Source: an optimization exercise on an open RTL-to-GDS flow (aim: a short achievable clock period and few clock cycles). Production flows keep margins and buffers that such runs may drop.
In this exercise RTL edits were held to simulation tests only and were not proved equivalent to the original.
Power is estimated from default activity; no workload was simulated.

==> build 59 <==
// lc2k_core
module lc2k_core (
    input  wire        clk,
    input  wire        rst,           
    output wire [15:0] imem_addr,
    input  wire [31:0] imem_rdata,
    output wire [15:0] dmem_addr,
    input  wire [31:0] dmem_rdata,
    output wire        dmem_we,
    output wire [31:0] dmem_wdata,
    output wire        halted
);
export LEC_CHECK = 0
export ABC_CLOCK_PERIOD_IN_PS = 2500
export CAP_MARGIN = 20
export CORE_MARGIN = 2
export CORE_UTILIZATION = 40
export PLACE_DENSITY = 0.6
export SETUP_SLACK_MARGIN = 3.5
export SLEW_MARGIN = 20
export TNS_END_PERCENT = 100
create_clock -name core_clock -period 6.0 [get_ports {clk}]
run.sh (not shown) runs the stock make flow with config.mk's settings and CLKGATE_MAP_FILE= SYNTH_SCRIPT=/design/flow/synth_recipe.tcl, a recipe that flattens the netlist after the stock synthesis.
==> build 23: changes against build 59 <==
--- a/flow/design.v
+++ b/flow/design.v
@@ -66,16 +66,17 @@
     reg [15:0] e_tgt;                    
     reg        s_ab, s_mb, s_am, s_lb, s_al, s_mm, s_ll, s_nor;
     reg        s_ld;                     
     reg        n_ma, n_la, n_mb, n_lb;   
     reg        e_fsa, e_fsl;             
     reg [31:0] e_sva, e_svb;             
     reg        e_sfam, e_sfal, e_sfbm, e_sfbl;
     reg        e_swa, e_swb;             
+    reg        e_xe;                     
     reg        e_early;                  
     reg [31:0] e_z;                      
     reg        e_so, e_snor;             
     reg [2:0]  e_srd;
     reg        x_a, x_b, x_sd, x_sa, x_sb;
     reg        m_nor, m_lw, m_sw, m_wr, m_beq, m_sc;
     reg [2:0]  m_rd;
     reg [15:0] m_lo;                     
@@ -242,16 +243,21 @@
     wire [31:0] d_z    = !d_sc ? z_word :
                          z_wa ? (d_instr[22] ? z_nora : z_adda) :
                          z_wb ? (d_instr[22] ? z_norb : z_addb) : z_none;
     wire        d_early_s = d_sc && !busy(d_sca) && !busy(d_scb) &&
                             (!(d_swa || d_swb) ||
                              ((d_add || d_nor) && !busy(d_ra) && !busy(d_rb)));
     wire        d_early_b = d_beq && !busy(d_ra) && !busy(d_rb);
     wire        d_early   = d_early_s || d_early_b;
+    function busy_m(input [2:0] r);
+        busy_m = (e_wr && e_rd == r) || (m_wr && m_rd == r);
+    endfunction
+    wire        d_xe = d_beq && !busy_m(d_ra) && !busy_m(d_rb) &&
+                       e_so && (e_srd == d_ra || e_srd == d_rb);
     wire [15:0] a_lo = e_a[15:0];
     wire [15:0] b_lo = e_b[15:0];
     wire [15:0] p_lo = m_lo;              
     wire [15:0] l_lo = ld[15:0];          
     wire [16:0] sum_ab = a_lo + b_lo;
     wire [16:0] sum_mb = p_lo + b_lo;
     wire [16:0] sum_am = a_lo + p_lo;
     wire [16:0] sum_lb = l_lo + b_lo;
@@ -273,17 +279,17 @@
     wire [31:0] e_ax   = {x_a ? m_sres[31:16] : e_a[31:16], e_a[15:0]};
     wire [31:0] e_bx   = {x_b ? m_sres[31:16] : e_b[31:16], e_b[15:0]};
     wire [31:0] e_fa_v = n_ma ? m_alu : n_la ? ld : e_ax;
     wire [31:0] e_fb_v = n_mb ? m_alu : n_lb ? ld : e_bx;
     wire [31:0] e_sdata = e_fsl ? ld : e_fsa ? m_alu :
                           {x_sd ? m_sres[31:16] : e_sd[31:16], e_sd[15:0]};
     wire [31:0] e_sa = e_sfam ? m_alu : e_sfal ? ld : e_soa;
     wire [31:0] e_sb = e_sfbm ? m_alu : e_sfbl ? ld : e_sob;
-    wire e_taken = e_early && (e_z == 32'd0);
+    wire e_taken = (e_early && (e_z == 32'd0)) || (e_xe && e_ax == e_bx);
     assign dmem_addr  = m_lo;
     assign dmem_wdata = m_sd;
     assign dmem_we    = m_sw;
     wire m_eqhi = (m_ahi == m_bhi);
     wire [15:0] k_s   = m_ahi ^ m_bhi ^ m_sx[31:16];
     wire [15:0] k_c   = (m_ahi & m_bhi) | ((m_ahi ^ m_bhi) & k_s);
     wire        k_add = (k_s == {k_c[14:0], m_c16});
     wire m_seq = (m_k_none && m_sx == m_sy) ||
@@ -309,41 +315,44 @@
             d_valid   <= 1'b0;
             d_sc      <= 1'b0;
             d_so      <= 1'b0;
             e_so      <= 1'b0;
             m_so      <= 1'b0;
             e_lw <= 1'b0; e_sw <= 1'b0; e_beq <= 1'b0; e_halt <= 1'b0; e_wr <= 1'b0;
             e_sc      <= 1'b0;
             e_early   <= 1'b0;
+            e_xe      <= 1'b0;
             m_lw <= 1'b0; m_sw <= 1'b0; m_wr <= 1'b0; m_beq <= 1'b0;
             m_sc      <= 1'b0;
             halt_r    <= 1'b0;
         end else begin
             if (m_wr)
                 regs[m_rd] <= m_res;
             if (m_so)
                 regs[m_srd] <= m_sres;
             m_lw    <= e_lw;
             m_sw    <= e_sw && !m_taken && !halt_r;
             m_wr    <= e_wr && !m_taken;
-            m_beq   <= e_beq && !e_early && !m_taken;
+            m_beq   <= e_beq && !e_early && !e_xe && !m_taken;
             m_sc    <= e_sc && !e_early && !m_taken;
             m_so    <= e_so && !m_taken;
             halt_r  <= halt_r || (e_halt && !m_taken);
             if (flush_d || d_hold) begin
                 e_lw <= 1'b0; e_sw <= 1'b0; e_beq <= 1'b0; e_halt <= 1'b0; e_wr <= 1'b0;
                 e_sc <= 1'b0;
                 e_so <= 1'b0;
                 e_early <= 1'b0;
+                e_xe    <= 1'b0;
             end else begin
                 e_lw <= d_lw; e_sw <= d_sw; e_beq <= d_beq; e_halt <= d_hlt; e_wr <= d_wr;
                 e_sc <= d_sc;
                 e_so <= d_so;
                 e_early <= d_early;
+                e_xe    <= d_xe;
             end
             w_new  <= new_e;
             w_grow <= grow;
             if (new_e)
                 t_ptr <= (t_ptr == NT - 1) ? {NB{1'b0}} : t_ptr + 1'b1;
             if (w_new)
                 t_v <= t_v | w_sel;
             if (m_taken) begin
==> flow/config.mk (replaced) <==
export PLATFORM = sky130hd
export DESIGN_NAME = lc2k_core
export DESIGN_NICKNAME = lc2k_core
export VERILOG_FILES = /design/flow/design.v
export SDC_FILE = /design/flow/constraint.sdc
export NUM_CORES = 4
export LEC_CHECK = 0
export ABC_CLOCK_PERIOD_IN_PS = 2500
export CAP_MARGIN = 20
export CORE_MARGIN = 2
export CORE_UTILIZATION = 30
export PLACE_DENSITY = 0.5
export SETUP_SLACK_MARGIN = 3.5
export SLEW_MARGIN = 20
export TNS_END_PERCENT = 100
==> summary of the runs <==
Of build 59 and build 23, build 59 has the higher sequential share of layout area (gap 1.5 points). In build 23 the global-route usage is lower than in build 59, by 5.6 points. In build 59 the clock power is smaller than in build 23, by about 7%. In worst hold slack, build 59 and build 23 hardly differ. In build 59 the combinational power is lower than in build 23, by 5.6%. Against build 23, the design area of build 59 is smaller by 4.3%. Between build 23 and build 59, the lower critical path depth is in build 23 (gap 3). Cell count: build 59 is smaller than build 23 (about 10%). Of build 23 and build 59, build 23 has the higher area after synthesis (gap about 2.1%, measured against build 59). Of build 23 and build 59, build 59 has the higher core utilization (gap 12 points). Against build 59, the wire length of build 23 is larger by 11%.
==> figures <==
|  | build 59 | build 23 |
|---|---|---|
| Fraction of area in clock buffers and inverters | 4.84% | 4.94% |
| Number of cell rows | 166 | 193 |
| Post-cts repair resize count | 1545 | 1709 |
| Post-route cell area | 0.108 mm2 | 0.113 mm2 |
| Maximum number of pins on one net before global-route repair | 76 | 92 |
| Met2 routed WL | 151000 um | 167000 um |
| Antenna Cells | 1 | 3 |
| Mux cell area share after synthesis | 13.0% | 12.5% |
| Share of the yosys chip area belonging to registers | 48.4% | 47.4% |
| Post-detailed-placement half-perimeter wirelength | 191000 um | 218000 um |
| Vias post-DR | 67.7k | 69.9k |
| Terminating pin of the worst hold path | w_tag[7] | w_tag[0] |
| Metal1 wirelength | 117000 um | 140000 um |
| Comb. pwr | 6.44 mW | 6.82 mW |
| Post-synth net total | 7831 | 8072 |
| Worst Clk Skew | 0.0606 ns | 0.117 ns |
| Clock period minus final worst setup slack | 3.20 ns | 3.15 ns |
| Number of global-route vias before repair | 65.6k | 67.8k |
| Post-synthesis xor/xnor area fraction | 6.33% | 6.34% |
| Placeable core region | 0.204 mm2 | 0.277 mm2 |
| Outcome | complete, no violations | complete, no violations |
| Power density over the cells | 263 mW/mm2 | 262 mW/mm2 |
| Length of routed met3 wiring | 32100 um | 31000 um |
Testbench counts of build 59, summed over its fixed seeds: cycles 41,330.
Testbench counts of build 23, summed over its fixed seeds: cycles 41,101.

==> what the ideal ports hide <==
The results above use ideal ports. As a check the final layouts listed here were re-extracted and re-timed, cells and wires unchanged.
Step 1 assumes that a clkbuf_16 drives the clock port and a buf_2 every other input.
Step 2 times the ports against the registers' clock, not the clock port: input delays grow and output delays shrink by t, the midpoint of the rising clock arrivals with the driver on.
Three values: ideal, step 1, step 2; two values: the first two.
run	t (ns)	setup WS [ns]	latest minus earliest clock arrival (ns)	cell pins on the clock port's net
build 59	0.899	2.795 / 2.795 / 2.033	0.060 / 0.061	1
build 23	0.909	2.852 / 2.852 / 2.019	0.118 / 0.118	1
After both steps setup and hold are still met in every run listed. The setup slack of build 23, which loses most, moves by 0.000 ns with the drivers and by -0.833 ns with both steps.
